Background: an optimization exercise with open tools, aiming at small area and a short achievable clock period. Do not read the settings as production practice. Only simulation tests tie the RTL to the original design; equivalence was not proved. Power figures rest on the tool's default switching activity, not on a simulated workload.

v11:
==> flow/design.v <==
module fp32_add (
    input  wire        clk,
    input  wire        rst,         
    input  wire        in_valid,
    input  wire [31:0] a,
    input  wire [31:0] b,
    output reg         out_valid,
    output reg  [31:0] y
);
    reg v0, v1, v2, v3;
    always @(posedge clk) begin
        if (rst) begin
            v0 <= 1'b0; v1 <= 1'b0; v2 <= 1'b0; v3 <= 1'b0;
            out_valid <= 1'b0;
        end else begin
            v0 <= in_valid; v1 <= v0; v2 <= v1; v3 <= v2;
            out_valid <= v3;
        end
    end
    reg [31:0] a0, b0;
    always @(posedge clk) begin
        a0 <= a;
        b0 <= b;
    end
    wire [7:0]  ea = a0[30:23];
    wire [7:0]  eb = b0[30:23];
    wire        a_max = &ea;
    wire        b_max = &eb;
    wire        a_fz  = ~|a0[22:0];
    wire        b_fz  = ~|b0[22:0];
    wire        a_nan = a_max & ~a_fz;
    wire        special = a_max | b_max;
    wire        inf_inf_opp = a_max & b_max & a_fz & b_fz & (a0[31] ^ b0[31]);
    wire        b_larger = {b0[30:0], a0[31]} > {a0[30:0], 1'b0};
    wire        swap = b_larger & ~a_nan;
    wire [31:0] big = swap ? b0 : a0;
    wire [31:0] sml = swap ? a0 : b0;
    wire [7:0]  xa   = {ea[7:1], ea[0] | ~|ea};
    wire [7:0]  xb   = {eb[7:1], eb[0] | ~|eb};
    wire [8:0]  d_ab = {1'b0, xa} - {1'b0, xb};
    wire        neg  = d_ab[8];
    wire        sat  = neg ? ~&d_ab[7:5] : |d_ab[7:5];
    wire [4:0]  t    = (d_ab[4:0] ^ {5{neg}}) | {5{sat}};
    wire [23:0] m_s  = {|sml[30:23], sml[22:0]} & {24{~special}};
    wire [25:0] m_s1 = (t[0] & neg) ? {2'b00, m_s} :
                       (t[0] | neg) ? {1'b0, m_s, 1'b0} : {m_s, 2'b00};
    reg  [7:0]  r1_e;       
    reg  [22:0] r1_f;       
    reg         r1_s;       
    reg  [25:0] r1_m;       
    reg  [3:0]  r1_d;       
    reg         r1_sub;
    always @(posedge clk) begin
        r1_e   <= big[30:23];
        r1_f   <= big[22:0] | {inf_inf_opp, 22'd0};
        r1_s   <= big[31] & ~inf_inf_opp;
        r1_m   <= m_s1;
        r1_d   <= t[4:1];
        r1_sub <= a0[31] ^ b0[31];
    end
    wire [7:0]  x_big = {r1_e[7:1], r1_e[0] | ~|r1_e};
    wire [26:0] m_big = {|r1_e, r1_f, 3'b000};
    wire [26:0] m_sml = {r1_m, 1'b0};
    wire [4:0]  sh    = {r1_d, 1'b0};
    wire [26:0] v  = m_sml >> sh;
    wire        st = |(m_sml & ~(27'h7FFFFFF << sh));
    wire [26:0] m_al = {v[26:1], v[0] | st};
    function [27:0] add28;
        input [26:0] x;
        input [26:0] z;
        input        cin;
        reg   [27:0] g, p, gg, pp;
        integer l, i, j;
        begin
            g  = {1'b0, x & z, cin};
            p  = {1'b0, x ^ z, 1'b0};
            gg = g;
            pp = p;
            for (l = 0; l < 5; l = l + 1)
                for (i = 0; i < 28; i = i + 1)
                    if ((i >> l) & 1) begin
                        j = ((i >> l) << l) - 1;
                        gg[i] = gg[i] | (pp[i] & gg[j]);
                        pp[i] = pp[i] & pp[j];
                    end
            add28 = {gg[27], p[27:1] ^ gg[26:0]};
        end
    endfunction
    wire [27:0] s_sum = add28(m_big, m_al ^ {27{r1_sub}}, r1_sub);
    reg  [27:0] r2_sum;
    reg  [7:0]  r2_x1;      
    reg         r2_s;
    always @(posedge clk) begin
        r2_sum <= {s_sum[27] ^ r1_sub, s_sum[26:0]};
        r2_x1  <= x_big + 8'd1;
        r2_s   <= r1_s;
    end
    wire [28:0] mk_sh  = 29'h10000000 >> r2_x1[4:0];
    wire [27:0] marker = (r2_x1 <= 8'd28) ? mk_sh[27:0] : 28'd0;
    wire [27:0] lzin   = r2_sum | marker;
    function [4:0] lzc28;
        input [27:0] v;
        integer i;
        reg found;
        begin
            lzc28 = 5'd0;
            found = 1'b0;
            for (i = 27; i >= 0; i = i - 1) begin
                if (!found && v[i]) begin
                    lzc28 = 5'd27 - i[4:0];
                    found = 1'b1;
                end
            end
        end
    endfunction
    wire [4:0]  n     = lzc28(lzin);
    wire [27:0] norm  = r2_sum << n;
    wire        ovf   = r2_sum[27] & (&r2_x1);
    reg  [7:0]  r3_x1;
    reg  [4:0]  r3_n;
    reg         r3_h;       
    reg  [22:0] r3_f;
    reg         r3_g, r3_t;
    reg         r3_s;
    always @(posedge clk) begin
        r3_x1 <= r2_x1;
        r3_n  <= n;
        r3_h  <= norm[27];
        r3_f  <= norm[26:4] & {23{~ovf}};
        r3_g  <= norm[3] & ~ovf;
        r3_t  <= |norm[2:0];
        r3_s  <= r2_s;
    end
    wire [7:0]  e_pre   = (r3_x1 - {3'd0, r3_n}) & {8{r3_h}};
    wire        inc     = r3_g & (r3_f[0] | r3_t);
    wire [30:0] rounded = {e_pre, r3_f} + {30'd0, inc};
    always @(posedge clk)
        y <= {r3_s, rounded};
endmodule
==> flow/config.mk <==
export PLATFORM = sky130hd
export DESIGN_NAME = fp32_add
export DESIGN_NICKNAME = fp32_add
export VERILOG_FILES = /design/flow/design.v
export SDC_FILE = /design/flow/constraint.sdc
export NUM_CORES = 4
export LEC_CHECK = 0
export CAP_MARGIN = 20
export CORE_MARGIN = 2
export CORE_UTILIZATION = 40
export SLEW_MARGIN = 20
==> flow/constraint.sdc <==
create_clock -name core_clock -period 17.0 [get_ports {clk}]
set_input_delay 3.4000 -clock core_clock [delete_from_list [all_inputs] [get_ports {clk}]]
set_output_delay 3.4000 -clock core_clock [all_outputs]
set_load 0.01 [all_outputs]
standard.sh (not shown) runs the stock make flow with config.mk's settings and CLKGATE_MAP_FILE= SYNTH_SCRIPT=/design/flow/synth_recipe.tcl, a recipe that flattens the netlist after the stock synthesis.
==> flow/flow/run.sh <==
#!/bin/bash
# The standard ORFS layout (standard.sh, unchanged synthesis), with extra
# make settings from flow/knobs.txt (one VAR=value per line):
#  - BUFFER_PORTS_ARGS: the cell used for the input/output port buffers;
#  - CTS_ARGS: clock tree buffers and clustering.
# Each step's full output goes to its own log file in this folder.
set -euo pipefail
{
  echo '#!/bin/bash'
  echo 'mapfile -t EXTRA < <(grep -v "^#" flow/knobs.txt | grep .)'
  tail -n +2 standard.sh | sed 's|"\${@:-finish}"|"${EXTRA[@]}" "${@:-finish}"|'
} > standard_knobs.sh
grep -q 'EXTRA\[@\]' standard_knobs.sh
cp standard_knobs.sh standard_knobs.sh.log
for step in synth floorplan place cts route finish; do
  bash standard_knobs.sh $step > $step.log 2>&1
done
test -f out/final.def
==> flow/flow/knobs.txt <==
SETUP_SLACK_MARGIN=12.65
BUFFER_PORTS_ARGS=-buffer_cell sky130_fd_sc_hd__buf_1
CTS_ARGS=-sink_clustering_enable -repair_clock_nets -dont_use_dummy_load -buf_list sky130_fd_sc_hd__clkbuf_8 -root_buf sky130_fd_sc_hd__clkbuf_16 -tree_buf sky130_fd_sc_hd__clkbuf_16 -sink_clustering_buffer sky130_fd_sc_hd__clkbuf_8 -sink_clustering_size 17 -sink_clustering_max_diameter 58
PLACE_DENSITY=0.7
Input-level comparison between v22 and v11:
==> flow/flow/knobs.txt <==
SETUP_SLACK_MARGIN=12.7
BUFFER_PORTS_ARGS=-buffer_cell sky130_fd_sc_hd__buf_1
CTS_ARGS=-sink_clustering_enable -repair_clock_nets -dont_use_dummy_load -buf_list sky130_fd_sc_hd__clkbuf_8 -sink_clustering_size 14 -sink_clustering_max_diameter 45
Notes after the runs:
- For v22 and v11, there was not a single run that failed to finish clean.
- [compare] base=v11 new=v22: clock transition time at the flip-flop clock pins of the worst setup and hold paths closely matched the old numbers, detailed route wirelength on metal3 has increased, total cell area at the placement stage comparable, well-tap cell count roughly the same.
- Diff v11 -> v22: sequential cell fraction of total power went down by 0.9 points, signed area change from the synthesized netlist to the final layout rose by 1.5 points, logic gate share of total power went down 0.3 points, post-route cell area saw an increase, multi-input logic portion of the cell area shrank by 0.24 points.
- When v22 is set beside v11, its count of instances resized after the clock tree is built turns out to be about 14% larger.

what the ideal ports hide:
The results above use ideal ports. As a check the final layouts listed here were re-extracted and re-timed, cells and wires unchanged.
Step 1: set_driving_cell puts a clkbuf_16 on clk and a buf_2 on each other input, an assumption about the parent block.
Step 2 adds t to the input delays and takes it off the output delays; t is the mean of the earliest and latest rising clock arrival at the registers after step 1. Input paths then give back, and output paths get back, about the clock's delay inside the block.
Three values: ideal ports, drivers, drivers and shift; two values: the first two.
| run | shift t [ns] | slack for setup (ns) | slew at the worst register clock pin (ns) | worst data-port slew with drivers (ns) |
|---|---|---|---|---|
| v11 | 0.535 | 12.664 / 12.611 / 12.831 | 0.10 / 0.10 | 0.04 |
| v22 | 0.614 | 12.580 / 12.531 / 12.867 | 0.08 / 0.08 | 0.04 |
After both steps every run listed still meets setup and hold.
